Source: an optimization exercise on an open RTL-to-GDS flow (aim: small area, a short achievable clock period and few clock cycles per item). Production flows keep margins and buffers that such runs may drop.
Function was checked by simulation only, so behaviour that the tests miss may differ from the original.
Power figures rest on the tool's default switching activity, not on a simulated workload.

### config.mk
export PLATFORM = sky130hd
export DESIGN_NAME = gf_engine
export DESIGN_NICKNAME = gf_engine
export VERILOG_FILES = /design/flow/design.v
export SDC_FILE = /design/flow/constraint.sdc
export NUM_CORES = 4
export LEC_CHECK = 0
export ABC_CLOCK_PERIOD_IN_PS = 2000
export CAP_MARGIN = 0
export CORE_MARGIN = 2
export CORE_UTILIZATION = 40
export CTS_BUF_LIST = sky130_fd_sc_hd__clkbuf_8
export PLACE_DENSITY = 0.6
export SETUP_SLACK_MARGIN = 2.3
export SLEW_MARGIN = 0
export SYNTH_HIERARCHICAL = 1
export SYNTH_MINIMUM_KEEP_SIZE = 0
export TNS_END_PERCENT = 5
### constraint.sdc
create_clock -name core_clock -period 5.0 [get_ports {clk}]
set_input_delay 1.0000 -clock core_clock [delete_from_list [all_inputs] [get_ports {clk}]]
set_output_delay 1.0000 -clock core_clock [all_outputs]
set_load 0.01 [all_outputs]
### design.v
module gf_engine (
    input  wire        clk,
    input  wire        rst,         
    input  wire        fa_we,
    input  wire [12:0] fa_wdata,
    input  wire        fb_we,
    input  wire [12:0] fb_wdata,
    output wire [12:0] fa,
    output wire [12:0] fb,
    output wire [12:0] fr,
    input  wire        cmd_valid,
    input  wire [31:0] cmd_word,
    output wire [7:0]  status
);
    reg [12:0] fa_r;
    reg [12:0] fb_r;
    reg [12:0] fr_r;
    reg        done_r;          
    reg        err_r;           
    assign fa     = fa_r;
    assign fb     = fb_r;
    assign fr     = fr_r;
    assign status = {3'b000, err_r, err_r, 1'b0, done_r, 1'b0};
    wire [12:0] fa4;
    gf_engine_sq2 u_sq2 (.a(fa_r), .y(fa4));
    wire [12:0] opa;
    gf_engine_sel u_sel (.s0(cmd_word[0]), .a0(fa_r), .s1(cmd_word[1]), .a1(fa4), .y(opa));
    wire [168:0] mcol;
    gf_engine_mcols u_mcols (.b(fb_r), .m(mcol));
    wire [12:0] prod;
    genvar gi, gk;
    generate
        for (gk = 0; gk < 13; gk = gk + 1) begin : g_row
            wire [12:0] m;
            for (gi = 0; gi < 13; gi = gi + 1) begin : g_m
                assign m[gi] = mcol[13*gi + gk];
            end
            gf_engine_dot13 u_dot (.m(m), .a(opa), .y(prod[gk]));
        end
    endgenerate
    wire cmd_hi0     = (cmd_word[31:2] == 30'd0);
    wire is_gfmul    = cmd_hi0 && (cmd_word[1:0] == 2'b01);
    wire is_gfsq2mul = cmd_hi0 && (cmd_word[1:0] == 2'b10);
    wire legal       = is_gfmul | is_gfsq2mul;
    wire [12:0] fa_next;
    wire [12:0] fb_next;
    wire [12:0] fr_next;
    gf_engine_upd u_upd_fa (.rst(rst), .we(fa_we), .d(fa_wdata), .q(fa_r), .y(fa_next));
    gf_engine_upd u_upd_fb (.rst(rst), .we(fb_we), .d(fb_wdata), .q(fb_r), .y(fb_next));
    gf_engine_upd u_upd_fr (.rst(rst), .we(cmd_valid & legal), .d(prod), .q(fr_r), .y(fr_next));
    always @(posedge clk) begin
        fa_r <= fa_next;
        fb_r <= fb_next;
        fr_r <= fr_next;
        if (rst) begin
            done_r <= 1'b0;
            err_r  <= 1'b0;
        end else if (cmd_valid) begin
            done_r <= legal;
            err_r  <= !legal;
        end
    end
endmodule
module gf_engine_sq2 (
    input  wire [12:0] a,
    output wire [12:0] y
);
    wire g0;
    wire g1;
    wire g2;
    wire g3;
    wire g4;
    wire g5;
    wire g6;
    wire g7;
    gf_engine_xor2 u_g0 (.a(a[9]), .b(a[11]), .y(g0));
    gf_engine_xor2 u_g1 (.a(a[8]), .b(a[10]), .y(g1));
    gf_engine_xor2 u_g2 (.a(g0), .b(g1), .y(g2));
    gf_engine_xor2 u_g3 (.a(a[7]), .b(a[12]), .y(g3));
    gf_engine_xor2 u_g4 (.a(a[10]), .b(a[12]), .y(g4));
    gf_engine_xor2 u_g5 (.a(a[4]), .b(a[6]), .y(g5));
    gf_engine_xor2 u_g6 (.a(g1), .b(a[11]), .y(g6));
    gf_engine_xor2 u_g7 (.a(g0), .b(a[5]), .y(g7));
    wire h0;
    gf_engine_xor2 u_h0 (.a(a[0]), .b(a[11]), .y(h0));
    wire h1;
    gf_engine_xor2 u_h1 (.a(g4), .b(h0), .y(h1));
    assign y[0] = h1;
    wire h2;
    gf_engine_xor2 u_h2 (.a(a[11]), .b(a[6]), .y(h2));
    wire h3;
    gf_engine_xor2 u_h3 (.a(a[8]), .b(h2), .y(h3));
    assign y[1] = h3;
    wire h4;
    gf_engine_xor2 u_h4 (.a(g3), .b(g6), .y(h4));
    assign y[2] = h4;
    wire h5;
    gf_engine_xor2 u_h5 (.a(g0), .b(g5), .y(h5));
    assign y[3] = h5;
    wire h6;
    gf_engine_xor2 u_h6 (.a(a[1]), .b(a[7]), .y(h6));
    wire h7;
    gf_engine_xor2 u_h7 (.a(g5), .b(h6), .y(h7));
    wire h8;
    gf_engine_xor2 u_h8 (.a(g2), .b(h7), .y(h8));
    assign y[4] = h8;
    assign y[5] = g2;
    wire h9;
    gf_engine_xor2 u_h9 (.a(g5), .b(g6), .y(h9));
    assign y[6] = h9;
    wire h10;
    gf_engine_xor2 u_h10 (.a(a[4]), .b(g7), .y(h10));
    assign y[7] = h10;
    wire h11;
    gf_engine_xor2 u_h11 (.a(a[2]), .b(a[5]), .y(h11));
    wire h12;
    gf_engine_xor2 u_h12 (.a(g3), .b(h11), .y(h12));
    wire h13;
    gf_engine_xor2 u_h13 (.a(g2), .b(h12), .y(h13));
    assign y[8] = h13;
    wire h14;
    gf_engine_xor2 u_h14 (.a(g0), .b(g4), .y(h14));
    assign y[9] = h14;
    wire h15;
    gf_engine_xor2 u_h15 (.a(g3), .b(g7), .y(h15));
    assign y[10] = h15;
    wire h16;
    gf_engine_xor2 u_h16 (.a(a[5]), .b(a[6]), .y(h16));
    wire h17;
    gf_engine_xor2 u_h17 (.a(g4), .b(h16), .y(h17));
    assign y[11] = h17;
    wire h18;
    gf_engine_xor2 u_h18 (.a(a[12]), .b(a[3]), .y(h18));
    wire h19;
    gf_engine_xor2 u_h19 (.a(a[6]), .b(h18), .y(h19));
    wire h20;
    gf_engine_xor2 u_h20 (.a(g2), .b(h19), .y(h20));
    assign y[12] = h20;
endmodule
module gf_engine_sel (
    input  wire        s0,
    input  wire [12:0] a0,
    input  wire        s1,
    input  wire [12:0] a1,
    output wire [12:0] y
);
    assign y = ({13{s0}} & a0) | ({13{s1}} & a1);
endmodule
module gf_engine_mcols (
    input  wire [12:0]  b,
    output wire [168:0] m
);
    wire [12:0] col [0:12];
    assign col[0] = b;
    genvar gi;
    generate
        for (gi = 1; gi < 13; gi = gi + 1) begin : g_col
            assign col[gi] = {col[gi-1][11:0], 1'b0}
                           ^ {8'd0, col[gi-1][12], col[gi-1][12], 1'b0, col[gi-1][12], col[gi-1][12]};
        end
        for (gi = 0; gi < 13; gi = gi + 1) begin : g_out
            assign m[13*gi +: 13] = col[gi];
        end
    endgenerate
endmodule
module gf_engine_dot13 (
    input  wire [12:0] m,
    input  wire [12:0] a,
    output wire        y
);
    assign y = ^(m & a);
endmodule
module gf_engine_xor2 (
    input  wire a,
    input  wire b,
    output wire y
);
    assign y = a ^ b;
endmodule
module gf_engine_upd (
    input  wire        rst,
    input  wire        we,
    input  wire [12:0] d,
    input  wire [12:0] q,
    output wire [12:0] y
);
    assign y = rst ? 13'd0 : (we ? d : q);
endmodule
### flow/run.sh
#!/bin/bash
# Own layout flow: the standard flow (standard.sh), with two changes to
# how the layout is made:
#  * the port buffers that the standard flow inserts on every input and
#    output are sky130_fd_sc_hd__buf_1 instead of the default choice
#    (the resizer may still upsize them where timing needs it);
#  * the 3-input XOR/XNOR cells are added to the platform's don't-use list,
#    so that synthesis builds the XOR trees from faster 2-input cells.
# Everything else (synthesis script, floorplan, power grid, tap cells,
# placement, CTS, routing) is the standard flow unchanged.
set -euo pipefail
cd "$(dirname "$0")/.."

PLATFORM_DONT_USE="sky130_fd_sc_hd__probe_p_8 sky130_fd_sc_hd__probec_p_8 \
sky130_fd_sc_hd__lpflow_bleeder_1 sky130_fd_sc_hd__lpflow_clkbufkapwr_1 \
sky130_fd_sc_hd__lpflow_clkbufkapwr_16 sky130_fd_sc_hd__lpflow_clkbufkapwr_2 \
sky130_fd_sc_hd__lpflow_clkbufkapwr_4 sky130_fd_sc_hd__lpflow_clkbufkapwr_8 \
sky130_fd_sc_hd__lpflow_clkinvkapwr_1 sky130_fd_sc_hd__lpflow_clkinvkapwr_16 \
sky130_fd_sc_hd__lpflow_clkinvkapwr_2 sky130_fd_sc_hd__lpflow_clkinvkapwr_4 \
sky130_fd_sc_hd__lpflow_clkinvkapwr_8 sky130_fd_sc_hd__lpflow_decapkapwr_12 \
sky130_fd_sc_hd__lpflow_decapkapwr_3 sky130_fd_sc_hd__lpflow_decapkapwr_4 \
sky130_fd_sc_hd__lpflow_decapkapwr_6 sky130_fd_sc_hd__lpflow_decapkapwr_8 \
sky130_fd_sc_hd__lpflow_inputiso0n_1 sky130_fd_sc_hd__lpflow_inputiso0p_1 \
sky130_fd_sc_hd__lpflow_inputiso1n_1 sky130_fd_sc_hd__lpflow_inputiso1p_1 \
sky130_fd_sc_hd__lpflow_inputisolatch_1 sky130_fd_sc_hd__lpflow_isobufsrc_1 \
sky130_fd_sc_hd__lpflow_isobufsrc_16 sky130_fd_sc_hd__lpflow_isobufsrc_2 \
sky130_fd_sc_hd__lpflow_isobufsrc_4 sky130_fd_sc_hd__lpflow_isobufsrc_8 \
sky130_fd_sc_hd__lpflow_isobufsrckapwr_16 \
sky130_fd_sc_hd__lpflow_lsbuf_lh_hl_isowell_tap_1 \
sky130_fd_sc_hd__lpflow_lsbuf_lh_hl_isowell_tap_2 \
sky130_fd_sc_hd__lpflow_lsbuf_lh_hl_isowell_tap_4 \
sky130_fd_sc_hd__lpflow_lsbuf_lh_isowell_4 \
sky130_fd_sc_hd__lpflow_lsbuf_lh_isowell_tap_1 \
sky130_fd_sc_hd__lpflow_lsbuf_lh_isowell_tap_2 \
sky130_fd_sc_hd__lpflow_lsbuf_lh_isowell_tap_4"
EXTRA_DONT_USE="sky130_fd_sc_hd__xor3_1 sky130_fd_sc_hd__xor3_2 sky130_fd_sc_hd__xor3_4 \
sky130_fd_sc_hd__xnor3_1 sky130_fd_sc_hd__xnor3_2 sky130_fd_sc_hd__xnor3_4"

bash standard.sh finish \
    "DONT_USE_CELLS=$PLATFORM_DONT_USE $EXTRA_DONT_USE" \
    "BUFFER_PORTS_ARGS=-buffer_cell sky130_fd_sc_hd__buf_1" \
    > flow_make.log 2>&1
### standard.sh
#!/bin/bash
# synth_recipe.tcl (not shown) runs the flow's synth.tcl, then flattens the netlist and writes it again
# the make line also repeats each setting of config.mk as NAME=value (left out here)
make -C /OpenROAD-flow-scripts/flow DESIGN_CONFIG=/design/flow/config.mk WORK_HOME=/design/flow/orfs CLKGATE_MAP_FILE= SYNTH_SCRIPT=/design/flow/synth_recipe.tcl "${@:-finish}"
==> run notes, run 1 <==
* Status: finished clean
* Synth area leaders: xnor2_1 (23%), buf_4 (21%), dfxtp_1 (15%)
* Gr usage total at 15.5%
* Top cell by count, worst path: xnor2_1
* DIE WIDTH at 122 um
* Final Setup Violations at 0
* Sequential-to-total area share from yosys stat at 14.8%
* Commonest non-fill, non-tap cell in the layout: nand2_1
* Synth Register Bits at 41
* Clock latency (worst-skew pair) at 0.31 ns
* Crit path arrival time at 2.73 ns
* DRC errors left at 0
* Worst Setup Start Kind: register
* Setup TNS Final at 0 ns
* WL/cell at 13.3 um
* Max VDD drop at 0.167 mV
* Crit-path cells: xor2_4, xor2_2, xor2_1, a22o_4, nand2_1, xor2_1, xnor2_1, xnor2_1, xnor2_1, mux2i_1, nor2_1
* Highest achievable clock rate at 392 MHz
* DPL Wire Length at 8230 um
* CTS tree: done
* Worst hold slack at 0.500 ns
* Slew @ Worst Pin at 0.904 ns
* Initial Util at 40.5%
* Worst Setup Path Type: register to register
* Crit end category: register
* Synth unique cells at 25
* Fin crit share at 51.0%
* Mapped cell area at 5560 sq um
* Delay-heaviest family, CP: XOR/XNOR gates
* Critical path buffers and inverters at 0
* Number of global-route vias before repair at 3542
* DR iter-0 viols at 250
* WP data required at 5.18 ns
* Largest net degree at the start of global routing at 42
* Cell Rows at 43
* Placed insts at 840
* Hold_buf cts at 0
* Period minus WS final at 2.55 ns
* # Max-Cap Violations at 0
* Core area at 13700 sq um
* Clock Skew at 0.00874 ns
* First-pass GRT wire length at 18400 um
* RSZ-0062 raised after global routing: yes
* Leak pwr at 1.82 nW
* Fillers at 1426
* Grt total ovfl at 0
* CTS H-tree depth at 2
* Post-DP Area at 4910 sq um
* Mapped Avg Cell Area at 7.73 sq um
* Clk buf depth at 2
* Final instance area at 5240 sq um
* CP peak stage delay at 0.47 ns
* Worst slew margin at 39.7%
* Routability cong. at 0.879
* Dominant cell type by area after synthesis: xnor2_1
* DR vias/cell at 4.49
* Min-delay worst type: register to register
* Initial antenna violation count at 0
* Ant diodes at 0
* Clk sink count at 41
* DRT Pass-1 Iters at 5
* YS warnings at 8
* Fin util at 38.2%
* TritonCTS buffer count at 5
* Post-synth top area share at 23.2%
* Die area at 14900 sq um
* Non-Filler Instances at 850
* Worst r2r path cells at 11
* Fraction of layout cells with a size suffix above 1 at 8.66%
* Slew Limit Fails at 0
* Final Hold Violating Endpoints at 0
* Slowest CP cell: dfxtp_2
* I/O Buffers at 104
* Commonest cells after routing, fill and taps aside: nand2_1 (170), xnor2_1 (142), buf_1 (101), xor2_1 (70), nor2_1 (40)
* Hold Path Stages at 2
* Die height at 122 um
* Vias at 3818
* Post-Synthesis Cells at 719
* Antenna viol nets, final at 0
* PD cells at 298 nW/um^2
* Ports at 110
* Crit. path cell count at 11
* Clock-pin slew on the worst setup and hold paths at 0.09 ns
* CTS root buffer: clkbuf_8
* Drt total wl at 11300 um
* Area growth, synth to finish at -5.81%
* Nets@finish at 732
* Maximum fanout along the worst path at 13
## worst min-delay path, stage by stage (launching register included)
cell and delay (ns):
dfxtp_1 0.34, mux2i_1 0.06, nor2_1 0.07
## cell type report
type                    count  area, sq um  area share (%)
multi-input cells         507         3610            69.0
well taps                 180          225            4.30
inverters                   7         26.3           0.502
repair buffers            107          417            7.96
flip-flops and latches     41          838            16.0
clock inverters             3         46.3           0.884
clock buffers               5         68.8            1.31
## per-stage QoR
step,worst slack [ns],power (W)
6_report,2.45,0.00156
3_3_place_gp,1.85,0.00124
2_1_floorplan,2.31,0.00132
3_5_place_dp,1.80,0.00125
4_1_cts,2.29,0.00155
5_1_grt,2.25,0.00167
## registers in the layout (all words and copies together), names as in the netlist
name	cells
fr_r	13
err_r	1
done_r	1
fa_r	13
fb_r	13
## modules after synthesis, one instance, submodules excluded
| module | flops+latches | copies in the design | area (sq um) | cells inside |
|---|---|---|---|---|
| gf_engine_sel | 0 | 1 | 140 | 15 |
| gf_engine_mcols | 0 | 1 | 1400 | 183 |
| gf_engine_dot13 | 0 | 13 | 154 | 25 |
| gf_engine | 41 | 1 | 1020 | 67 |
| gf_engine_upd | 0 | 3 | 214 | 29 |
| gf_engine_xor2 | 0 | 29 | 8.76 | 1 |
| gf_engine_sq2 | 0 | 1 | 97.6 | 13 |
## worst paths after layout
| kind | to | from | slack, ns |
|---|---|---|---|
| max reg2reg | fr_r[0] | fa_r[10] | 2.45 |
| min | fr_r[5] | fr_r[5] | 0.50 |
| min reg2reg | fr_r[5] | fr_r[5] | 0.50 |
| max | fr_r[0] | fa_r[10] | 2.45 |
## per-layer routing
layer / GRT usage [%] / vias to the layer above / part of all wire [%]
met5: 0 / - / 0
met4: 4.24 / 0 / 1.2
met3: 1.97 / 8 / 5.0
met2: 25.6 / 96 / 47
met1: 21.1 / 1743 / 47
li1: - / 1971 / -
## repair_timing
| action | CTS | global route |
|---|---|---|
| gates resized for setup | 16 | 29 |
| setup buffers | 0 | 2 |
| pin swaps | 1 | 1 |
| endpoints found under the setup margin | 13 | 13 |
## report_power, final
group	internal [W]	total [W]	switching, W
sequential	0.000340	0.000379	0.0000390
clock	0.000150	0.000287	0.000137
combinational	0.000424	0.000895	0.000470
## cell usage after synthesis
master    instances
nand3_1           1
nor2b_1           1
clkbuf_1          4
o21ba_1           1
nor4_1            3
nand4_1           1
a22o_2            3
buf_12            3
nor4_2            3
buf_2             2
xnor2_1         147
conb_1            1
nor3_2            1
dfxtp_1          41
inv_1             7
nor4b_2           1
buf_4           154
nor3_1            2
nor2_1           40
xor2_2            2
mux2i_1          39
nand2_1         170
buf_6             5
xor2_1           77
a22o_1           10
## cells by family after synthesis
group	Yosys count	share of synthesized area [%]
xor gates and xnor gates	226	35.9
and+or+nand+nor	223	16.1
buffers and inverters	175	23.8
DFF	41	14.8
muxes	39	7.02
AOI/OAI and AO/OA	14	2.30
other	1	0.0675
Testbench counts, summed over its fixed seeds: cycles 4,800, ops 2,400.
==> run 2, diff against run 1 <==
--- a/config.mk
+++ b/config.mk
@@ -7,3 +7,2 @@
 export LEC_CHECK = 0
-export ABC_CLOCK_PERIOD_IN_PS = 2000
 export CAP_MARGIN = 0
@@ -12,3 +11,3 @@
 export CTS_BUF_LIST = sky130_fd_sc_hd__clkbuf_8
-export PLACE_DENSITY = 0.6
+export PLACE_DENSITY = 0.75
 export SETUP_SLACK_MARGIN = 2.3
==> run notes, run 2 <==
* Status: finished clean
* Largest net degree at the start of global routing at 42 (unchanged)
* Clock-pin slew on the worst setup and hold paths at 0.10 ns (about the same)
* Largest registers: fa_r (13), fb_r (13), fr_r (13)
* Synth Register Bits at 41 (unchanged)
* Multi-input gate area at 3650 sq um (+1.0%)
* Ports at 110 (unchanged)
* RSZ-0062 raised after global routing: yes
* YS warnings at 8 (unchanged)
* Fin crit share at 51.1% (about the same)
* Synth unique cells at 25 (unchanged)
* DRT Pass-1 Iters at 5 (unchanged)
* DR vias/cell at 4.66 (+3.7%)
* First-pass GRT wire length at 19200 um (+4.4%)
* Commonest cells in the netlist: nand2_1 (170), buf_4 (154), xnor2_1 (147)
* Hold Path Stages at 2 (unchanged)
* Synth Flop Type: dfxtp_1
* Crit end category: register
* Net switching power at 0.000654 W (+1.0%)
* Commonest cells after routing, fill and taps aside: nand2_1 (170), xnor2_1 (140), buf_1 (101), xor2_1 (67), nor2_1 (40)
* Asr flop ratio synth at 0% (unchanged)
* Clock latency (worst-skew pair) at 0.32 ns (about the same)
* Period minus WS final at 2.55 ns (+0.00230 ns)
* Cell with the most instances after synthesis: nand2_1
* Worst Setup Path Type: register to register
* Slowest CP cell: xor2_2
* Top cell by count, worst path: xnor2_1
* Dominant cell type by area after synthesis: xnor2_1
* Setup TNS Final at 0 ns (unchanged)
* Area growth, synth to finish at -4.21%
* Worst r2r path cells at 9 (-2)
* Max VDD drop at 0.208 mV (+24%)
* Initial Util at 40.5% (unchanged)
* Slew Limit Fails at 0 (unchanged)
* Final Setup Violations at 0 (unchanged)
* Sequential-to-total area share from yosys stat at 14.8% (unchanged)
* Die area at 14900 sq um (unchanged)
* Cell Rows at 43 (unchanged)
* FF-to-FF Start: fb_r[11]
* Int Power at 0.000974 W (+6.5%)
* Switch share at 40.2% (-1.3 points)
* CTS root buffer: clkbuf_8
* Gr usage total at 15.9% (+0.47 points)
* Slew @ Worst Pin at 0.908 ns (+0.00330 ns)
* Highest achievable clock rate at 391 MHz (about the same)
* WHS Endpoint: fr_r[11]
* Min-delay worst type: register to register
* DPL Wire Length at 8370 um (+1.7%)
* Worst slew margin at 39.5% (-0.22 points)
* Nets@finish at 735 (+0.41%)
* PD cells at 306 nW/um^2 (+2.5%)
* Synth area leaders: xnor2_1 (23%), buf_4 (21%), dfxtp_1 (15%)
* Initial antenna violation count at 0 (unchanged)
* Power share of the combinational group at 55.8% (-1.5 points)
* Routed wl met3 at 817 um (+45%)
* Hold_buf cts at 0 (unchanged)
* Post-synth EDFFs at 0 (unchanged)
* Clk sink count at 41 (unchanged)
* DIE WIDTH at 122 um (unchanged)
* Share of power burned in registers at 23.4% (-0.9 points)
* DRC errors left at 0 (unchanged)
* CTS H-tree depth at 2 (unchanged)
* Number of global-route vias before repair at 3853 (+8.8%)
* Worst Setup Start Kind: register
* Crit path arrival time at 2.73 ns (about the same)
* Crit-path cells: xor2_1, xor2_2, nand2_1, xor2_1, xnor2_1, xnor2_1, xnor2_1, mux2i_1, nor2_1
* Mapped Avg Cell Area at 7.73 sq um (unchanged)
* CTS tree: done
* Grt total ovfl at 0 (unchanged)
* Clock Skew at 0.0187 ns (+0.00996 ns)
* RR Endpoint: fr_r[8]
* # Max-Cap Violations at 0 (unchanged)
* Clk pwr share at 20.7% (+2.3 points)
* WL met1 at 5050 um (-5.5%)
* Vias at 3973 (+4.1%)
* Storage cell area at 846 sq um (+0.90%)
* Die height at 122 um (unchanged)
* Core area at 13700 sq um (unchanged)
* Maximum fanout along the worst path at 10 (-3)
* I/O Buffers at 104 (unchanged)
* Routability cong. at 0.858 (-2.4%)
* Fillers at 1384 (-2.9%)
* Post-synth top area share at 23.2% (unchanged)
* WP data required at 5.17 ns (about the same)
* DR iter-0 viols at 211 (-16%)
* Ant diodes at 0 (unchanged)
* Fin util at 38.8% (+0.65 points)
* Clk buf depth at 2 (unchanged)
* Commonest non-fill, non-tap cell in the layout: nand2_1
* Hold_sp: fr_r[11]
* Fraction of layout cells with a size suffix above 1 at 9.96% (+1.3 points)
* TritonCTS buffer count at 5 (unchanged)
* Post-Synthesis Cells at 719 (unchanged)
* Mapped cell area at 5560 sq um (unchanged)
* Final Hold Violating Endpoints at 0 (unchanged)
* WL/cell at 13.5 um (+1.4%)
* Antenna viol nets, final at 0 (unchanged)
* Drt total wl at 11500 um (+1.8%)
* CP peak stage delay at 0.56 ns (+0.09 ns)
* Max Used Layer: met4
* R2R Setup Slk at 2.45 ns (about the same)
* Leak pwr at 1.86 nW (+2.0%)
* Routed wl met2 at 5490 um (+4.3%)
## run 2: area by class of cell
| cell class | instances | area share [%] |
|---|---|---|
| clock buffers | 5 | 1.29 |
| clock inverters | 3 | 1.29 |
| inverters | 7 | 0.494 |
| multi-input cells | 507 | 68.6 |
| flip-flops and latches | 41 | 15.9 |
| well taps | 180 | 4.23 |
| repair buffers | 110 | 8.25 |
## run 2: worst max-delay path, delay by kind of cell, from the launching register on
family / cells / cell delay, ns
mux: 1 / 0.13
xor+xnor: 6 / 1.55
simple gates: 2 / 0.20
flops: 1 / 0.54
## run 2: worst max path at each step
stage / slack (ns) / start / depth (start not counted) / endpoint
2_1_floorplan: 2.31 / fa_r[11] / 12 / fr_r[4]
3_3_place_gp: 1.87 / cmd_word[0] / 9 / fr_r[0]
3_5_place_dp: 1.82 / cmd_word[0] / 9 / fr_r[9]
4_1_cts: 2.30 / fa_r[11] / 11 / fr_r[6]
5_1_grt: 2.29 / fa_r[11] / 11 / fr_r[7]
6_report: 2.45 / fb_r[11] / 9 / fr_r[8]
## run 2: power by group through the flow
stage,logic [W],registers [W],clock network (W)
after detailed placement,0.000864,0.000382,0
after global placement,0.000846,0.000382,0
after CTS,0.000876,0.000375,0.000349
after floorplan,0.000943,0.000375,0
after global routing,0.000999,0.000384,0.000357
final,0.000909,0.000381,0.000338
## run 2: kinds of logic (layout without fill, tap and decap cells)
family	Yosys count	count (layout)	share of synthesized area, %
xor gates and xnor gates	226	226	35.9
other	1	5	0.0675
muxes	39	39	7.02
AOI/OAI and AO/OA	14	14	2.30
and+or+nand+nor	223	223	16.1
buffers and inverters	175	125	23.8
DFF	41	41	14.8
## run 2: modules after synthesis (local to each module, per instance)
| module | cell area [sq um] | cells | times used |
|---|---|---|---|
| gf_engine_sq2 | 97.6 | 13 | 1 |
| gf_engine_sel | 140 | 15 | 1 |
| gf_engine_mcols | 1400 | 183 | 1 |
| gf_engine | 1020 | 67 | 1 |
| gf_engine_upd | 214 | 29 | 3 |
| gf_engine_dot13 | 154 | 25 | 13 |
| gf_engine_xor2 | 8.76 | 1 | 29 |
## run 2: stage by stage
step / setup WS [ns] / cells / power (W) / hold slack [ns] / area (sq um)
after detailed placement: 1.82 / 840 / 0.00125 / 0.489 / 4910
final: 2.45 / 853 / 0.00163 / 0.506 / 5320
after CTS: 2.30 / 848 / 0.00160 / 0.516 / 5110
after floorplan: 2.31 / 723 / 0.00132 / 0.482 / 5580
after global routing: 2.29 / 853 / 0.00174 / 0.527 / 5320
after global placement: 1.87 / 840 / 0.00123 / 0.473 / 4910
## run 2: what timing repair did
item / in CTS / in global routing
setup endpoints to repair: 13 / 13
resized for setup: 17 / 36
buffers inserted: 0 / 5
pin swaps: 1 / 2
endpoints found under the hold margin: 0 / 0
## run 2: metal layers
layer  track usage, %  up-vias
li1                 -     1975
met1             20.3     1835
met2             27.5      150
met3             2.48       13
met4             5.03        0
met5                0        -
==> run 3, diff against run 2 <==
--- a/config.mk
+++ b/config.mk
@@ -11,3 +11,5 @@
 export CTS_BUF_LIST = sky130_fd_sc_hd__clkbuf_8
-export PLACE_DENSITY = 0.75
+export CTS_CLUSTER_DIAMETER = 300
+export CTS_CLUSTER_SIZE = 50
+export PLACE_DENSITY = 0.6
 export SETUP_SLACK_MARGIN = 2.3
==> run notes, run 3 <==
* TritonCTS buffer count at 5 (unchanged)
* Final Setup Violations at 0 (unchanged)
* Fin crit share at 51.0% (about the same)
* Setup TNS Final at 0 ns (unchanged)
* Number of global-route vias before repair at 3542 (-8.1%)
* Asr flop ratio synth at 0% (unchanged)
* Grt total ovfl at 0 (unchanged)
* Power after layout at 0.00156 W (-4.1%)
* Status: finished clean
* PD cells at 298 nW/um^2 (-2.4%)
* Slew @ Worst Pin at 0.904 ns (-0.00330 ns)
* Worst slew margin at 39.7% (+0.22 points)
* Commonest cells after routing, fill and taps aside: nand2_1 (170), xnor2_1 (142), buf_1 (101), xor2_1 (70), nor2_1 (40)
* Largest registers: fa_r (13), fb_r (13), fr_r (13)
* Clk sink count at 41 (unchanged)
* Crit-path cells: xor2_4, xor2_2, xor2_1, a22o_4, nand2_1, xor2_1, xnor2_1, xnor2_1, xnor2_1, mux2i_1, nor2_1
* Largest net degree at the start of global routing at 42 (unchanged)
* R2R Setup Slk at 2.45 ns (about the same)
* Worst slack, placed at 1.80 ns (-0.0187 ns)
* Initial antenna violation count at 0 (unchanged)
* Post-synth EDFFs at 0 (unchanged)
* DR iter-0 viols at 250 (+18%)
* Final instance area at 5240 sq um (-1.7%)
* Period minus WS final at 2.55 ns (-0.00230 ns)
* Max VDD drop at 0.167 mV (-20%)
* Core area at 13700 sq um (unchanged)
* CTS tree: done
* Slowest CP cell: dfxtp_2
* Drt total wl at 11300 um (-1.8%)
* DIE WIDTH at 122 um (unchanged)
* Highest achievable clock rate at 392 MHz (about the same)
* Post-DP Area at 4910 sq um (unchanged)
* DR vias/cell at 4.49 (-3.6%)
* Fin util at 38.2% (-0.65 points)
* Die height at 122 um (unchanged)
* RSZ-0062 raised after global routing: yes
* Fraction of layout cells with a size suffix above 1 at 8.66% (-1.3 points)
* Synth area leaders: xnor2_1 (23%), buf_4 (21%), dfxtp_1 (15%)
* WL/cell at 13.3 um (-1.4%)
* Ports at 110 (unchanged)
* I/O Buffers at 104 (unchanged)
* # Max-Cap Violations at 0 (unchanged)
* Crit path arrival time at 2.73 ns (about the same)
* Clock Skew at 0.00874 ns (-0.00996 ns)
* Clk buf depth at 2 (unchanged)
* Crit end category: register
* CTS root buffer: clkbuf_8
* Top cell by count, worst path: xnor2_1
* Sequential-to-total area share from yosys stat at 14.8% (unchanged)
* Gr usage total at 15.5% (-0.47 points)
* Worst Setup Start Kind: register
* DRT Pass-1 Iters at 5 (unchanged)
* DRC errors left at 0 (unchanged)
* Final Hold Violating Endpoints at 0 (unchanged)
* Die area at 14900 sq um (unchanged)
* Maximum fanout along the worst path at 13 (+3)
* Vias at 3818 (-3.9%)
* WP data required at 5.18 ns (about the same)
* First-pass GRT wire length at 18400 um (-4.2%)
* CTS H-tree depth at 2 (unchanged)
* Ant diodes at 0 (unchanged)
* Post-synth top area share at 23.2% (unchanged)
* Cell with the most instances after synthesis: nand2_1
* Area growth, synth to finish at -5.81%
* Cell Rows at 43 (unchanged)
* Clock-pin slew on the worst setup and hold paths at 0.09 ns (about the same)
* Synth Register Bits at 41 (unchanged)
* Slew Limit Fails at 0 (unchanged)
* Leak pwr at 1.82 nW (-2.0%)
* DPL Wire Length at 8230 um (-1.7%)
* CP peak stage delay at 0.47 ns (-0.09 ns)
* Commonest non-fill, non-tap cell in the layout: nand2_1
* PnR worst setup slack at 2.45 ns (+0.00230 ns)
* Clock latency (worst-skew pair) at 0.31 ns (about the same)
* Antenna viol nets, final at 0 (unchanged)
* Min-delay worst type: register to register
* Dominant cell type by area after synthesis: xnor2_1
* Initial Util at 40.5% (unchanged)
* Worst Setup Path Type: register to register
* Fillers at 1426 (+3.0%)
* Synth unique cells at 25 (unchanged)
* Commonest cells in the netlist: nand2_1 (170), buf_4 (154), xnor2_1 (147)
* Post-Synthesis Cells at 719 (unchanged)
* Mapped cell area at 5560 sq um (unchanged)
* YS warnings at 8 (unchanged)
* Synth Flop Type: dfxtp_1
* Nets@finish at 732 (-0.41%)
* Routability cong. at 0.879 (+2.5%)
* Mapped Avg Cell Area at 7.73 sq um (unchanged)
run 3: worst max-delay path, delay by kind of cell (launching register included):
kind / cells / cell delay, ns
flip-flops: 1 / 0.47
AO/OA/AOI/OAI: 1 / 0.24
XOR/XNOR: 7 / 1.45
AND/OR/NAND/NOR: 2 / 0.13
multiplexers: 1 / 0.14
run 3: final timing paths:
path / start / endpoint / cells after the start
worst max-delay path: fa_r[10] / fr_r[0] / 11
worst min-delay path: fr_r[5] / fr_r[5] / 2
worst max register to register: fa_r[10] / fr_r[0] / 11
worst min register to register: fr_r[5] / fr_r[5] / 2
run 3: logic make-up after synthesis:
logic type | count (synthesis) | share of synthesized area [%]
AO/OA/AOI/OAI | 14 | 2.30
XOR/XNOR | 226 | 35.9
buffers and inverters | 175 | 23.8
flip-flops | 41 | 14.8
multiplexers | 39 | 7.02
other | 1 | 0.0675
AND/OR/NAND/NOR | 223 | 16.1
run 3: Yosys stat by module (local to each module, per instance):
module           flops+latches  cells inside  times used  area (sq um)
gf_engine_mcols              0           183           1          1400
gf_engine                   41            67           1          1020
gf_engine_upd                0            29           3           214
gf_engine_dot13              0            25          13           154
gf_engine_sel                0            15           1           140
gf_engine_sq2                0            13           1          97.6
gf_engine_xor2               0             1          29          8.76
run 3: layout make-up:
| type | instances | area (sq um) | area share, % |
|---|---|---|---|
| clock inverters | 3 | 46.3 | 0.884 |
| repair buffers | 107 | 417 | 7.96 |
| clock buffers | 5 | 68.8 | 1.31 |
| flip-flops and latches | 41 | 838 | 16.0 |
| well taps | 180 | 225 | 4.30 |
| multi-input cells | 507 | 3610 | 69.0 |
| inverters | 7 | 26.3 | 0.502 |
run 3: metrics by stage:
step / hold WS, ns / cells
finish: 0.500 / 850
global route: 0.528 / 850
CTS: 0.508 / 848
detailed placement: 0.482 / 840
global placement: 0.475 / 840
floorplan: 0.482 / 723
run 3: timing repair:
item                       in CTS  in global routing
setup endpoints to repair      13                 13
pin swaps                       1                  1
setup buffers                   0                  2
hold buffers                    0                  0
hold endpoints to repair        0                  0
resized for setup              16                 29
run 3: report_power, final:
group	switching, W	total, W	internal (W)
clock	0.000137	0.000287	0.000150
combinational	0.000470	0.000895	0.000424
sequential	0.0000390	0.000379	0.000340
total	0.000647	0.00156	0.000914
run 3: routing by layer:
layer  routed length (um)  GRT usage, %  vias to the layer above
met3                  563          1.97                        8
met5                    0             0                        -
met1                 5350          21.1                     1743
met4                  131          4.24                        0
li1                     -             -                     1971
met2                 5270          25.6                       96
==> run 4, diff against run 3 <==
--- a/config.mk
+++ b/config.mk
@@ -11,6 +11,4 @@
 export CTS_BUF_LIST = sky130_fd_sc_hd__clkbuf_8
-export CTS_CLUSTER_DIAMETER = 300
-export CTS_CLUSTER_SIZE = 50
 export PLACE_DENSITY = 0.6
-export SETUP_SLACK_MARGIN = 2.3
+export SETUP_SLACK_MARGIN = 2.4
 export SLEW_MARGIN = 0
==> run notes, run 4 <==
* Status: finished clean
* Slew @ Worst Pin at 0.898 ns (-0.00587 ns)
* Clk buf depth at 2 (unchanged)
* Gr usage total at 15.7% (+0.25 points)
* Nets@finish at 732 (unchanged)
* Vias at 3801 (-0.45%)
* Dominant cell type by area after synthesis: xnor2_1
* TritonCTS buffer count at 5 (unchanged)
* Commonest cells after routing, fill and taps aside: nand2_1 (170), xnor2_1 (137), buf_1 (101), xor2_1 (67), nor2_1 (40)
* Clock-pin slew on the worst setup and hold paths at 0.08 ns (about the same)
* DRC errors left at 0 (unchanged)
* Hold_sp: fr_r[10]
* DRT Pass-1 Iters at 5 (unchanged)
* DIE WIDTH at 122 um (unchanged)
* Clock Skew at 0.0139 ns (+0.00515 ns)
* Post-synth EDFFs at 0 (unchanged)
* WL/cell at 13.0 um (-2.0%)
* Commonest non-fill, non-tap cell in the layout: nand2_1
* First-pass GRT wire length at 18700 um (+1.7%)
* Ports at 110 (unchanged)
* Slew Limit Fails at 0 (unchanged)
* CP peak stage delay at 0.44 ns (-0.03 ns)
* Core area at 13700 sq um (unchanged)
* Mapped Avg Cell Area at 7.73 sq um (unchanged)
* Commonest cells in the netlist: nand2_1 (170), buf_4 (154), xnor2_1 (147)
* Cell Rows at 43 (unchanged)
* FF-to-FF Start: fa_r[11]
* Largest registers: fa_r (13), fb_r (13), fr_r (13)
* Final Hold Violating Endpoints at 0 (unchanged)
* Synth area leaders: xnor2_1 (23%), buf_4 (21%), dfxtp_1 (15%)
* Sequential-to-total area share from yosys stat at 14.8% (unchanged)
* Post-Synthesis Cells at 719 (unchanged)
* Crit path arrival time at 2.66 ns (-0.07 ns)
* Number of global-route vias before repair at 3684 (+4.0%)
* CTS tree: done
* Period minus WS final at 2.48 ns (-0.0692 ns)
* Fin crit share at 49.7% (-1.4 points)
* Crit-path cells: xor2_4, xor2_2, xor2_1, a22o_4, nand2_1, xor2_1, xnor2_1, xnor2_1, xnor2_1, mux2i_1, nor2_1
* Cell with the most instances after synthesis: nand2_1
* Initial antenna violation count at 0 (unchanged)
* Clock latency (worst-skew pair) at 0.32 ns (about the same)
* Top cell by count, worst path: xnor2_1
* Area growth, synth to finish at -4.89%
* Fillers at 1433 (+0.49%)
* Die area at 14900 sq um (unchanged)
* DR vias/cell at 4.47 (-0.45%)
* WP data required at 5.17 ns (about the same)
* # Max-Cap Violations at 0 (unchanged)
* Worst Setup Path Type: register to register
* Maximum fanout along the worst path at 13 (unchanged)
* Crit end category: register
* Asr flop ratio synth at 0% (unchanged)
* Fraction of layout cells with a size suffix above 1 at 10.3% (+1.6 points)
* Min-delay worst type: register to register
* Leak pwr at 1.84 nW (+0.92%)
* Routability cong. at 0.821 (-6.6%)
* Antenna viol nets, final at 0 (unchanged)
* Worst Setup SP: fa_r[11]
* Worst Setup Start Kind: register
* DPL Wire Length at 8280 um (+0.61%)
* Post-synth top area share at 23.2% (unchanged)
* PD cells at 286 nW/um^2 (-4.2%)
* Initial Util at 40.5% (unchanged)
* Worst slew margin at 40.1% (+0.39 points)
* Mapped cell area at 5560 sq um (unchanged)
* Final Setup Violations at 0 (unchanged)
* CTS root buffer: clkbuf_8
* RSZ-0062 raised after global routing: yes
* Synth unique cells at 25 (unchanged)
* Die height at 122 um (unchanged)
* CTS H-tree depth at 2 (unchanged)
* Fin util at 38.5% (+0.37 points)
* Synth Flop Type: dfxtp_1
* YS warnings at 8 (unchanged)
* Setup TNS Final at 0 ns (unchanged)
* I/O Buffers at 104 (unchanged)
* Grt total ovfl at 0 (unchanged)
* DR iter-0 viols at 229 (-8.4%)
* Drt total wl at 11100 um (-2.0%)
* Max VDD drop at 0.151 mV (-9.8%)
* Largest net degree at the start of global routing at 42 (unchanged)
* Slowest CP cell: dfxtp_4
* Clk sink count at 41 (unchanged)
* Ant diodes at 0 (unchanged)
* Highest achievable clock rate at 403 MHz (+2.8%)
* Synth Register Bits at 41 (unchanged)
run 4: area by class of cell:
| type | count | area [sq um] | area share (%) |
|---|---|---|---|
| clock buffer | 5 | 68.8 | 1.30 |
| timing repair buffer | 107 | 417 | 7.88 |
| tap | 180 | 225 | 4.26 |
| inverter | 7 | 26.3 | 0.497 |
| multi-input combinational | 507 | 3680 | 69.7 |
| sequential | 41 | 846 | 16.0 |
| clock inverter | 3 | 18.8 | 0.355 |
run 4: worst paths after layout:
check / endpoint / slack [ns] / cells past startpoint
max: fr_r[11] / 2.52 / 11
max reg2reg: fr_r[11] / 2.52 / 11
min: fr_r[10] / 0.50 / 2
min reg2reg: fr_r[10] / 0.50 / 2
run 4: what timing repair did:
| action | CTS | global route |
|---|---|---|
| pin swaps | 0 | 5 |
| setup endpoints to repair | 13 | 13 |
| resized for setup | 29 | 28 |
| hold buffers | 0 | 0 |
| buffers inserted | 0 | 2 |
| endpoints found under the hold margin | 0 | 0 |
run 4: modules after synthesis (local to each module, per instance):
module	copies in the design	flops+latches	area, sq um	cells inside
gf_engine	1	41	1020	67
gf_engine_upd	3	0	214	29
gf_engine_sel	1	0	140	15
gf_engine_mcols	1	0	1400	183
gf_engine_sq2	1	0	97.6	13
gf_engine_xor2	29	0	8.76	1
gf_engine_dot13	13	0	154	25
run 4: per-stage QoR:
| stage | total power [W] | setup slack, ns | cell area, sq um | cells | hold WS, ns |
|---|---|---|---|---|---|
| floorplan | 0.00132 | 2.46 | 5590 | 723 | 0.482 |
| global placement | 0.00124 | 1.82 | 4920 | 840 | 0.479 |
| detailed placement | 0.00125 | 1.79 | 4920 | 840 | 0.482 |
| CTS | 0.00151 | 2.39 | 5130 | 848 | 0.507 |
| global route | 0.00163 | 2.33 | 5290 | 850 | 0.524 |
| finish | 0.00151 | 2.52 | 5290 | 850 | 0.502 |
run 4: kinds of logic (layout without fill, tap and decap cells):
| kind of cell | Yosys count | after routing | synth area share (%) |
|---|---|---|---|
| muxes | 39 | 39 | 7.02 |
| AOI/OAI and AO/OA | 14 | 14 | 2.30 |
| DFF | 41 | 41 | 14.8 |
| xor gates and xnor gates | 226 | 226 | 35.9 |
| buffers and inverters | 175 | 122 | 23.8 |
| other | 1 | 5 | 0.0675 |
| and+or+nand+nor | 223 | 223 | 16.1 |
run 4: critical path, delay by kind of cell (launching register included):
family | cells | cell delay (ns)
XOR/XNOR | 7 | 1.40
multiplexers | 1 | 0.14
AO/OA/AOI/OAI | 1 | 0.24
AND/OR/NAND/NOR | 2 | 0.14
flip-flops | 1 | 0.44
run 4: where the power goes:
group          leakage (nW)  switching, W  internal (W)  total, W
clock network        0.0416      0.000136     0.0000966  0.000233
registers             0.342     0.0000406      0.000341  0.000381
logic                  1.46      0.000467      0.000430  0.000897
total                  1.84      0.000644      0.000867   0.00151
run 4: layer usage:
| metal | up-vias | wire length (um) | track usage (%) |
|---|---|---|---|
| met4 | 0 | 100 | 4.45 |
| met1 | 1729 | 5240 | 20.8 |
| met2 | 102 | 5240 | 26.6 |
| met5 | - | 0 | 0 |
| met3 | 6 | 499 | 2.11 |
| li1 | 1964 | - | - |
==> run 5, diff against run 4 <==
--- a/flow/run.sh
+++ b/flow/run.sh
@@ -41,2 +41,3 @@
     "BUFFER_PORTS_ARGS=-buffer_cell sky130_fd_sc_hd__buf_1" \
+    "MATCH_CELL_FOOTPRINT=0" \
     > flow_make.log 2>&1
==> run notes, run 5 <==
* Commonest cells after routing, fill and taps aside: nand2_1 (170), xnor2_1 (137), buf_1 (101), xor2_1 (67), nor2_1 (40)
* Worst Setup Start Kind: input port
* Slew @ Worst Pin at 0.898 ns (-0.000842 ns)
* Nets@finish at 732 (unchanged)
* Commonest cells in the netlist: nand2_1 (170), buf_4 (154), xnor2_1 (147)
* Number of global-route vias before repair at 3684 (unchanged)
* Crit-path cells: clkbuf_2, a22o_2, nand2_1, xnor2_1, xnor2_1, xnor2_1, xnor2_1, mux2i_1, nor2_1
* Clock Skew at 0.0136 ns (-0.000322 ns)
* Period minus WS final at 2.48 ns (-0.00266 ns)
* Post-synthesis mux area share at 7.02% (unchanged)
* Die height at 122 um (unchanged)
* Dominant combinational cell family by area after synthesis: XOR/XNOR gates
* FF-to-FF Start: fa_r[11]
* Ant diodes at 0 (unchanged)
* First-pass GRT wire length at 18700 um (unchanged)
* Core area at 13700 sq um (unchanged)
* Synth Area in Simple Gates at 16.1% (unchanged)
* Min-delay worst type: register to register
* Largest registers: fa_r (13), fb_r (13), fr_r (13)
* Hold Path Stages at 2 (unchanged)
* Ports at 110 (unchanged)
* Hold_sp: fr_r[10]
* WL met1 at 5220 um (-0.27%)
* DRT Pass-1 Iters at 5 (unchanged)
* Synth Area in XOR/XNOR at 35.9% (unchanged)
* Worst Setup Path Type: input port to register
* DIE WIDTH at 122 um (unchanged)
* Fillers at 1433 (unchanged)
* Worst slack, placed at 1.79 ns (unchanged)
* Initial Util at 40.5% (unchanged)
* YS warnings at 8 (unchanged)
* Routed wl met3 at 498 um (-0.20%)
* Setup TNS Final at 0 ns (unchanged)
* RSZ-0062 raised after global routing: yes
* Post-synthesis adder-cell area fraction at 0% (unchanged)
* Crit path arrival time at 2.67 ns (about the same)
* WHS Endpoint: fr_r[10]
* CTS root buffer: clkbuf_8
* Crit end category: register
* Grt total ovfl at 0 (unchanged)
* Asr flop ratio synth at 0% (unchanged)
* WL/cell at 13.0 um (about the same)
* DR vias/cell at 4.50 (+0.53%)
* Cell Rows at 43 (unchanged)
* DR iter-0 viols at 231 (+0.87%)
* Multi-input gate area at 3690 sq um (+0.20%)
* Worst r2r path cells at 11 (unchanged)
* Cell with the most instances after synthesis: nand2_1
* Maximum fanout along the worst path at 14 (+1)
* Synth Register Bits at 41 (unchanged)
* Fin crit share at 49.6% (-0.053 points)
* R2R Setup Slk at 2.52 ns (about the same)
* Hold_buf cts at 0 (unchanged)
* CTS tree: done
* Mapped cell area at 5560 sq um (unchanged)
* Status: finished clean
* Storage cell area at 846 sq um (unchanged)
* PnR worst setup slack at 2.52 ns (+0.00266 ns)
* Clock latency (worst-skew pair) at 0.32 ns (about the same)
* Gr usage total at 15.7% (unchanged)
* Largest net degree at the start of global routing at 42 (unchanged)
* Area growth, synth to finish at -4.75%
* Max VDD drop at 0.151 mV (-0.12%)
* Clk buf depth at 2 (unchanged)
* Compound-Gate Fraction of Synth Area at 2.30% (unchanged)
* Mapped Avg Cell Area at 7.73 sq um (unchanged)
* Top cell by count, worst path: xnor2_1
* PD cells at 286 nW/um^2 (about the same)
* DPL Wire Length at 8280 um (unchanged)
* Synth area leaders: xnor2_1 (23%), buf_4 (21%), dfxtp_1 (15%)
* Fraction of layout cells with a size suffix above 1 at 10.3% (unchanged)
* Synth unique cells at 25 (unchanged)
* Dominant cell type by area after synthesis: xnor2_1
* Final Setup Violations at 0 (unchanged)
* Synth Flop Type: dfxtp_1
* Commonest non-fill, non-tap cell in the layout: nand2_1
* CP peak stage delay at 0.38 ns (-0.06 ns)
* Routability cong. at 0.821 (unchanged)
* Antenna viol nets, final at 0 (unchanged)
* Die area at 14900 sq um (unchanged)
* Final Hold Violating Endpoints at 0 (unchanged)
* Highest achievable clock rate at 403 MHz (+0.11%)
* I/O Buffers at 104 (unchanged)
* Clock-pin slew on the worst setup and hold paths at 0.10 ns (+0.02 ns)
* Slew Limit Fails at 0 (unchanged)
* Post-synth EDFFs at 0 (unchanged)
* Sequential-to-total area share from yosys stat at 14.8% (unchanged)
* TritonCTS buffer count at 5 (unchanged)
* Initial antenna violation count at 0 (unchanged)
* Post-synth top area share at 23.2% (unchanged)
* Slowest CP cell: a22o_2
* RR Endpoint: fr_r[12]
* WP data required at 5.19 ns (+0.02 ns)
* Leak pwr at 1.84 nW (+0.24%)
* Routed wl met2 at 5270 um (+0.42%)
* Clk sink count at 41 (unchanged)
* Max Used Layer: met4
* Worst slew margin at 40.2% (+0.056 points)
* DRC errors left at 0 (unchanged)
* Drt total wl at 11100 um (about the same)
* # Max-Cap Violations at 0 (unchanged)
* Post-Synthesis Cells at 719 (unchanged)
* Vias at 3821 (+0.53%)
* CTS H-tree depth at 2 (unchanged)
-- run 5: cell counts after synthesis --
Identical to the previous run, type by type.
-- run 5: Yosys stat by module (local to each module, per instance) --
module | cells | copies in the design
gf_engine_sq2 | 13 | 1
gf_engine_upd | 29 | 3
gf_engine_dot13 | 25 | 13
gf_engine_sel | 15 | 1
gf_engine_xor2 | 1 | 29
gf_engine | 67 | 1
gf_engine_mcols | 183 | 1
-- run 5: area by class of cell --
type                    count  share of cell area, %
clock buffers               5                   1.30
well taps                 180                   4.25
clock inverters             3                  0.355
repair buffers            107                   7.87
multi-input cells         507                   69.7
inverters                   7                  0.496
flip-flops and latches     41                   16.0
-- run 5: report_power, final --
part / leakage (nW) / switching, W / internal [W]
clock: 0.0416 / 0.000136 / 0.0000966
sequential: 0.342 / 0.0000407 / 0.000341
combinational: 1.46 / 0.000468 / 0.000431
-- run 5: worst max-delay path by stage --
| stage | startpoint | endpoint |
|---|---|---|
| 6_report | cmd_word[0] | fr_r[1] |
| 2_1_floorplan | fa_r[10] | fr_r[4] |
| 3_3_place_gp | cmd_word[0] | fr_r[9] |
| 4_1_cts | fa_r[8] | fr_r[9] |
| 5_1_grt | fa_r[11] | fr_r[0] |
| 3_5_place_dp | cmd_word[0] | fr_r[9] |
-- run 5: cells by family after synthesis --
family          count (synthesis)
buf+inv                       175
flops                          41
other cells                     1
mux                            39
compound gates                 14
simple gates                  223
xor+xnor                      226
-- run 5: per-stage QoR --
step	area, sq um	total power [W]	hold slack [ns]	std cells	utilization [%]
after CTS	5130	0.00151	0.507	848	37.4
final	5290	0.00151	0.502	850	38.6
after floorplan	5590	0.00132	0.482	723	-
after detailed placement	4920	0.00125	0.482	840	35.8
after global routing	5290	0.00163	0.524	850	38.6
after global placement	4920	0.00124	0.479	840	35.8
-- run 5: routing by layer --
layer,global-route usage [%],vias up
met5,0,-
met4,4.45,0
met3,2.11,6
met2,26.6,100
met1,20.8,1749
li1,-,1966
-- run 5: critical path, delay by kind of cell --
kind / cells / cell delay [ns]
buf+inv: 1 / 0.29
mux: 1 / 0.13
xor+xnor: 4 / 0.71
compound gates: 1 / 0.38
simple gates: 2 / 0.15
-- run 5: what timing repair did --
item                       CTS  global route
cloned                       0             0
resized for setup           29            29
setup endpoints to repair   13            13
pin swaps                    0             5
setup buffers                0             2
==> run 6, diff against run 5 <==
--- a/flow/run.sh
+++ b/flow/run.sh
@@ -41,3 +41,2 @@
     "BUFFER_PORTS_ARGS=-buffer_cell sky130_fd_sc_hd__buf_1" \
-    "MATCH_CELL_FOOTPRINT=0" \
     > flow_make.log 2>&1
--- a/config.mk
+++ b/config.mk
@@ -12,3 +12,3 @@
 export PLACE_DENSITY = 0.6
-export SETUP_SLACK_MARGIN = 2.4
+export SETUP_SLACK_MARGIN = 2.25
 export SLEW_MARGIN = 0
==> run notes, run 6 <==
* CTS H-tree depth at 2 (unchanged)
* Net switching power at 0.000643 W (-0.26%)
* Worst hold slack at 0.499 ns (-0.00305 ns)
* CTS root buffer: clkbuf_8
* Storage cell area at 831 sq um (-1.8%)
* Placed insts at 840 (unchanged)
* Clock latency (worst-skew pair) at 0.31 ns (about the same)
* YS warnings at 8 (unchanged)
* Compound-Gate Fraction of Synth Area at 2.30% (unchanged)
* I/O Buffers at 104 (unchanged)
* Initial antenna violation count at 0 (unchanged)
* Crit end category: register
* DRT Pass-1 Iters at 4 (-1)
* Mapped cell area at 5560 sq um (unchanged)
* Cell Rows at 43 (unchanged)
* Fin crit share at 52.4% (+2.8 points)
* Max VDD drop at 0.149 mV (-1.3%)
* Worst Setup Start Kind: register
* Post-synthesis mux area share at 7.02% (unchanged)
* Worst slack, placed at 1.80 ns (+0.0151 ns)
* Hold_buf cts at 0 (unchanged)
* Worst slew margin at 40.0% (-0.18 points)
* Ports at 110 (unchanged)
* Setup Fix Bufs, Post-CTS at 0 (unchanged)
* Share of power burned in registers at 24.3% (-0.9 points)
* Int Power at 0.000909 W (+4.7%)
* DRC errors left at 0 (unchanged)
* Synth area leaders: xnor2_1 (23%), buf_4 (21%), dfxtp_1 (15%)
* # Max-Cap Violations at 0 (unchanged)
* Period minus WS final at 2.62 ns (+0.140 ns)
* Commonest non-fill, non-tap cell in the layout: nand2_1
* Nets@finish at 730 (-0.27%)
* Antenna viol nets, final at 0 (unchanged)
* PnR worst setup slack at 2.38 ns (-0.140 ns)
* CP peak stage delay at 0.60 ns (+0.22 ns)
* Synth Area in XOR/XNOR at 35.9% (unchanged)
* Power share of the combinational group at 57.2% (-2.2 points)
* Clock-pin slew on the worst setup and hold paths at 0.09 ns (about the same)
* Final Setup Violations at 0 (unchanged)
* Highest achievable clock rate at 382 MHz (-5.3%)
* Top cell by count, worst path: xnor2_1
* Commonest cells in the netlist: nand2_1 (170), buf_4 (154), xnor2_1 (147)
* Slowest CP cell: dfxtp_1
* CTS tree: done
* Fillers at 1435 (+0.14%)
* Cell with the most instances after synthesis: nand2_1
* Largest net degree at the start of global routing at 42 (unchanged)
* Multi-input gate area at 3580 sq um (-3.2%)
* Worst Setup Path Type: register to register
* Post-synth EDFFs at 0 (unchanged)
* DIE WIDTH at 122 um (unchanged)
* Asr flop ratio synth at 0% (unchanged)
* Area growth, synth to finish at -6.89%
* Drt total wl at 11100 um (+0.51%)
* Synth Register Bits at 41 (unchanged)
* Grt total ovfl at 0 (unchanged)
* Post-synth top area share at 23.2% (unchanged)
* Fin util at 37.7% (-0.87 points)
* Die area at 14900 sq um (unchanged)
* Clk buf depth at 2 (unchanged)
* Initial Util at 40.5% (unchanged)
* Synth unique cells at 25 (unchanged)
* Clk sink count at 41 (unchanged)
* Dominant cell type by area after synthesis: xnor2_1
* Leak pwr at 1.81 nW (-2.0%)
* Number of global-route vias before repair at 3586 (-2.7%)
* DR iter-0 viols at 262 (+13%)
* Post-Synthesis Cells at 719 (unchanged)
* Commonest cells after routing, fill and taps aside: nand2_1 (170), xnor2_1 (142), buf_1 (101), xor2_1 (72), nor2_1 (40)
* Delay-heaviest family, CP: XOR/XNOR gates
* Vias at 3820 (-0.026%)
* Clock Skew at 0.00637 ns (-0.00719 ns)
* Crit-path cells: xor2_1, xnor2_2, nand2_1, xor2_1, xnor2_1, xnor2_1, xnor2_1, mux2i_1, nor2_1
* WL/cell at 13.1 um (+0.75%)
* Core area at 13700 sq um (unchanged)
* Gr usage total at 15.5% (-0.22 points)
* First-pass GRT wire length at 18500 um (-1.2%)
* Slew @ Worst Pin at 0.900 ns (+0.00275 ns)
* Switch share at 41.4% (-1.2 points)
* Sequential-to-total area share from yosys stat at 14.8% (unchanged)
* Non-Filler Instances at 848 (-0.24%)
* Final Hold Violating Endpoints at 0 (unchanged)
* WP data required at 5.17 ns (-0.02 ns)
* Min-delay worst type: register to register
* PD cells at 300 nW/um^2 (+5.0%)
* Slew Limit Fails at 0 (unchanged)
* Largest registers: fa_r (13), fb_r (13), fr_r (13)
* Routability cong. at 0.879 (+7.1%)
* Fraction of layout cells with a size suffix above 1 at 7.49% (-2.8 points)
* Crit path arrival time at 2.79 ns (+0.12 ns)
* Critical path buffers and inverters at 0 (-1)
* DR vias/cell at 4.50 (+0.21%)
* Synth Area in Simple Gates at 16.1% (unchanged)
* DPL Wire Length at 8230 um (-0.61%)
* Ant diodes at 0 (unchanged)
* Synth Flop Type: dfxtp_1
* Setup TNS Final at 0 ns (unchanged)
* Maximum fanout along the worst path at 8 (-6)
* Clk pwr share at 18.5% (+3.1 points)
* Post-synthesis adder-cell area fraction at 0% (unchanged)
* Die height at 122 um (unchanged)
* Dominant combinational cell family by area after synthesis: XOR/XNOR gates
* Status: finished clean
* TritonCTS buffer count at 5 (unchanged)
* Mapped Avg Cell Area at 7.73 sq um (unchanged)
* RSZ-0062 raised after global routing: yes
## run 6: metrics by stage
stage | power [W] | cell area, sq um
finish | 0.00155 | 5170
CTS | 0.00155 | 5070
global placement | 0.00124 | 4910
global route | 0.00166 | 5170
floorplan | 0.00132 | 5580
detailed placement | 0.00125 | 4910
## run 6: per-layer routing
metal  share of wire, %  vias to the layer above  global-route usage (%)
met4                1.4                        0                    4.38
met5                  0                        -                       0
met3                5.0                       15                    2.01
li1                   -                     1965                       -
met2                 46                      105                    25.6
met1                 48                     1735                    21.1
## run 6: final cells by class
cell class	instances	share of cell area, %
multi-input cells	507	69.1
flip-flops and latches	41	16.1
repair buffers	105	7.76
well taps	180	4.35
clock buffers	5	1.33
clock inverters	3	0.895
inverters	7	0.508
## run 6: final timing paths
kind                            startpoint       to  slack [ns]  cells after the start
worst max-delay path              fb_r[12]  fr_r[4]        2.38                      9
worst min-delay path               fr_r[5]  fr_r[5]        0.50                      2
worst max register to register    fb_r[12]  fr_r[4]        2.38                      9
worst min register to register     fr_r[5]  fr_r[5]        0.50                      2
## run 6: repair_timing
item | 4_1_cts | 5_1_grt
resized for setup | 13 | 23
setup endpoints to repair | 13 | 13
pin swaps | 1 | 0
## run 6: modules after synthesis (local to each module, per instance)
| module | flip-flops and latches | cells | times used | cell area, sq um |
|---|---|---|---|---|
| gf_engine_sel | 0 | 15 | 1 | 140 |
| gf_engine_mcols | 0 | 183 | 1 | 1400 |
| gf_engine_xor2 | 0 | 1 | 29 | 8.76 |
| gf_engine | 41 | 67 | 1 | 1020 |
| gf_engine_upd | 0 | 29 | 3 | 214 |
| gf_engine_dot13 | 0 | 25 | 13 | 154 |
| gf_engine_sq2 | 0 | 13 | 1 | 97.6 |
## run 6: cells by family after synthesis
logic type      after synthesis
xor+xnor                    226
simple gates                223
buf+inv                     175
flops                        41
mux                          39
compound gates               14
other cells                   1
## run 6: worst reg2reg max path, delay by kind of cell, from the launching register on
family	cells	cell delay, ns
XOR/XNOR	6	1.56
flip-flops	1	0.60
multiplexers	1	0.13
AND/OR/NAND/NOR	2	0.19
## run 6: power by group through the flow
stage	clock network (W)	registers (W)	logic (W)
floorplan	0	0.000375	0.000943
global placement	0	0.000383	0.000858
finish	0.000287	0.000378	0.000888
detailed placement	0	0.000383	0.000866
global route	0.000308	0.000382	0.000974
CTS	0.000296	0.000375	0.000875
==> run 7, diff against run 6 <==
--- a/config.mk
+++ b/config.mk
@@ -12,3 +12,3 @@
 export PLACE_DENSITY = 0.6
-export SETUP_SLACK_MARGIN = 2.25
+export SETUP_SLACK_MARGIN = 2.45
 export SLEW_MARGIN = 0
==> run notes, run 7 <==
* Compound-Gate Fraction of Synth Area at 2.30% (unchanged)
* # Max-Cap Violations at 0 (unchanged)
* Synth Register Bits at 41 (unchanged)
* Highest achievable clock rate at 403 MHz (+5.5%)
* Die height at 122 um (unchanged)
* Post-synth top area share at 23.2% (unchanged)
* Clk buf depth at 2 (unchanged)
* R2R Setup Slk at 2.52 ns (+0.14 ns)
* Post-synthesis mux area share at 7.02% (unchanged)
* Fillers at 1433 (-0.14%)
* M1 GR Usage at 20.8% (-0.25 points)
* Crit end category: register
* Synth Area in XOR/XNOR at 35.9% (unchanged)
* CTS root buffer: clkbuf_8
* Clock-pin slew on the worst setup and hold paths at 0.09 ns (about the same)
* YS warnings at 8 (unchanged)
* Worst r2r path cells at 11 (+2)
* Most used routing layer: met2
* Max VDD drop at 0.151 mV (+1.5%)
* Vias at 3839 (+0.50%)
* Mapped cell area at 5560 sq um (unchanged)
* RSZ-0062 raised after global routing: yes
* CP peak stage delay at 0.44 ns (-0.16 ns)
* Worst slew margin at 40.2% (+0.24 points)
* WHS Endpoint: fr_r[10]
* Commonest cells in the netlist: nand2_1 (170), buf_4 (154), xnor2_1 (147)
* Asr flop ratio synth at 0% (unchanged)
* Maximum fanout along the worst path at 13 (+5)
* Antenna viol nets, final at 0 (unchanged)
* Core area at 13700 sq um (unchanged)
* Synth Flop Type: dfxtp_1
* Final Setup Violations at 0 (unchanged)
* Cell Rows at 43 (unchanged)
* Largest registers: fa_r (13), fb_r (13), fr_r (13)
* Ant diodes at 0 (unchanged)
* Hold Path Stages at 2 (unchanged)
* Period minus WS final at 2.48 ns (-0.136 ns)
* Multi-input gate area at 3680 sq um (+3.0%)
* Fraction of layout cells with a size suffix above 1 at 10.3% (+2.8 points)
* Drt total wl at 11100 um (-0.11%)
* DR iter-0 viols at 228 (-13%)
* Synth Area in Simple Gates at 16.1% (unchanged)
* Storage cell area at 846 sq um (+1.8%)
* Top cell by count, worst path: xnor2_1
* Post-Synthesis Cells at 719 (unchanged)
* Post-synthesis adder-cell area fraction at 0% (unchanged)
* Clock Skew at 0.0134 ns (+0.00705 ns)
* Crit-path cells: xor2_4, xor2_2, xor2_1, a22o_4, nand2_1, xor2_1, xnor2_1, xnor2_1, xnor2_1, mux2i_1, nor2_1
* Fin crit share at 49.7% (-2.7 points)
* Initial antenna violation count at 0 (unchanged)
* DRT Pass-1 Iters at 4 (unchanged)
* Die area at 14900 sq um (unchanged)
* PD cells at 286 nW/um^2 (-4.6%)
* Slew Limit Fails at 0 (unchanged)
* CTS tree: done
* FF-to-FF Start: fa_r[11]
* DR vias/cell at 4.52 (+0.26%)
* Commonest cells after routing, fill and taps aside: nand2_1 (170), xnor2_1 (137), buf_1 (101), xor2_1 (67), nor2_1 (40)
* Grt total ovfl at 0 (unchanged)
* Gr usage total at 15.7% (+0.24 points)
* Post-DP Area at 4920 sq um (+0.18%)
* Worst hold slack at 0.502 ns (+0.00320 ns)
* Worst Setup Path Type: register to register
* Area growth, synth to finish at -4.89%
* DIE WIDTH at 122 um (unchanged)
* Status: finished clean
* WL/cell at 13.1 um (-0.34%)
* Worst Setup Start Kind: register
* RR Endpoint: fr_r[12]
* Synth unique cells at 25 (unchanged)
* Hold_sp: fr_r[10]
* Final instance area at 5290 sq um (+2.2%)
* Mapped Avg Cell Area at 7.73 sq um (unchanged)
* CTS H-tree depth at 2 (unchanged)
* Commonest non-fill, non-tap cell in the layout: nand2_1
* Slowest CP cell: dfxtp_4
* DRC errors left at 0 (unchanged)
* Post-synth EDFFs at 0 (unchanged)
* Final Hold Violating Endpoints at 0 (unchanged)
* Crit path arrival time at 2.66 ns (-0.13 ns)
* Largest net degree at the start of global routing at 42 (unchanged)
* Leak pwr at 1.84 nW (+1.8%)
* Dominant cell type by area after synthesis: xnor2_1
* Routability cong. at 0.821 (-6.6%)
* Dominant combinational cell family by area after synthesis: XOR/XNOR gates
* Cell with the most instances after synthesis: nand2_1
* Slew @ Worst Pin at 0.897 ns (-0.00367 ns)
* Number of global-route vias before repair at 3696 (+3.1%)
* TritonCTS buffer count at 5 (unchanged)
* Sequential-to-total area share from yosys stat at 14.8% (unchanged)
* WP data required at 5.17 ns (about the same)
* I/O Buffers at 104 (unchanged)
* Grt met3 use at 2.11% (+0.094 points)
* Initial Util at 40.5% (unchanged)
* Grt met2 use at 26.6% (+1.0 points)
* Ports at 110 (unchanged)
* Nets@finish at 732 (+0.27%)
* Setup TNS Final at 0 ns (unchanged)
* Synth area leaders: xnor2_1 (23%), buf_4 (21%), dfxtp_1 (15%)
* Clock latency (worst-skew pair) at 0.32 ns (about the same)
* Clk sink count at 41 (unchanged)
* DPL Wire Length at 8280 um (+0.61%)
* Min-delay worst type: register to register
* First-pass GRT wire length at 18700 um (+1.5%)
run 7: cell counts after synthesis:
Identical to the previous run, type by type.
run 7: per-stage QoR:
stage	power [W]	util, %	setup WS [ns]	cells
final	0.00151	38.5	2.52	850
after detailed placement	0.00125	35.8	1.79	840
after floorplan	0.00132	-	2.46	723
after global placement	0.00124	35.8	1.82	840
after CTS	0.00151	37.5	2.44	848
after global routing	0.00163	38.5	2.33	850
run 7: worst max path at each step:
| stage | startpoint | end | slack (ns) | cells past startpoint |
|---|---|---|---|---|
| finish | fa_r[11] | fr_r[12] | 2.52 | 11 |
| global route | fa_r[11] | fr_r[11] | 2.33 | 11 |
| CTS | fb_r[9] | fr_r[8] | 2.44 | 10 |
| detailed placement | cmd_word[0] | fr_r[9] | 1.79 | 9 |
| global placement | cmd_word[0] | fr_r[9] | 1.82 | 9 |
| floorplan | fa_r[10] | fr_r[4] | 2.46 | 12 |
run 7: power breakdown:
group	switching (W)	total [W]	internal (W)
registers	0.0000406	0.000381	0.000341
clock network	0.000136	0.000233	0.0000966
logic	0.000468	0.000899	0.000430
run 7: cells by family after synthesis:
group | count (synthesis)
mux | 39
flops | 41
simple gates | 223
other cells | 1
buf+inv | 175
xor+xnor | 226
compound gates | 14
run 7: layout make-up:
class                           count  area share (%)
Timing Repair Buffer              107            7.88
Multi-Input combinational cell    507            69.7
Inverter                            7           0.497
Sequential cell                    41            16.0
Clock inverter                      3           0.355
Tap cell                          180            4.26
Clock buffer                        5            1.30
run 7: repair_timing:
action                                 in CTS  in global routing
setup buffers                               0                  2
resized for setup                          35                 22
endpoints found under the hold margin       0                  0
pin swaps                                   1                  4
setup endpoints to repair                  13                 13
hold buffers                                0                  0
run 7: metal layers:
layer / wire, um / up-vias
met5: 0 / -
met4: 99 / 0
met3: 513 / 6
met2: 5250 / 103
met1: 5270 / 1763
li1: - / 1967
run 7: per-module statistics from Yosys (local to each module, per instance):
module           flops+latches  copies in the design
gf_engine_mcols              0                     1
gf_engine                   41                     1
gf_engine_upd                0                     3
gf_engine_dot13              0                    13
gf_engine_sel                0                     1
gf_engine_sq2                0                     1
gf_engine_xor2               0                    29
run 7: worst max-delay path: cells and delay by family (launching register included):
kind            cells  cell delay (ns)
mux                 1             0.15
xor+xnor            7             1.40
flops               1             0.44
simple gates        2             0.13
compound gates      1             0.23

[afterwards: timing with drivers on the ports]
The results above use ideal ports. As a check the final layouts listed here were re-extracted and re-timed, cells and wires unchanged. Step 1, drivers: a clkbuf_16 drives clk and a buf_2 each remaining input, both assumed. Step 2 also shifts input and output timing later by t, the mid clock arrival at the registers, as if the neighbouring blocks saw the same clock. a / b / c = ideal ports / drivers / drivers and shift; a / b = the first two.
| run | t (ns) | slack for setup (ns) | worst data-port slew with drivers (ns) |
|---|---|---|---|
| run 1 | 0.344 | 2.448 / 2.448 / 2.143 | 0.03 |
| run 2 | 0.343 | 2.445 / 2.445 / 2.176 | 0.04 |
| run 3 | 0.344 | 2.448 / 2.448 / 2.143 | 0.03 |
| run 4 | 0.346 | 2.517 / 2.517 / 2.201 | 0.03 |
| run 5 | 0.346 | 2.520 / 2.521 / 2.185 | 0.03 |
| run 6 | 0.345 | 2.380 / 2.380 / 2.135 | 0.03 |
| run 7 | 0.346 | 2.516 / 2.516 / 2.190 | 0.03 |
After both steps every run listed still meets setup and hold. The setup slack of run 5, which loses most, moves by +0.001 ns with the drivers and by -0.335 ns with both steps.
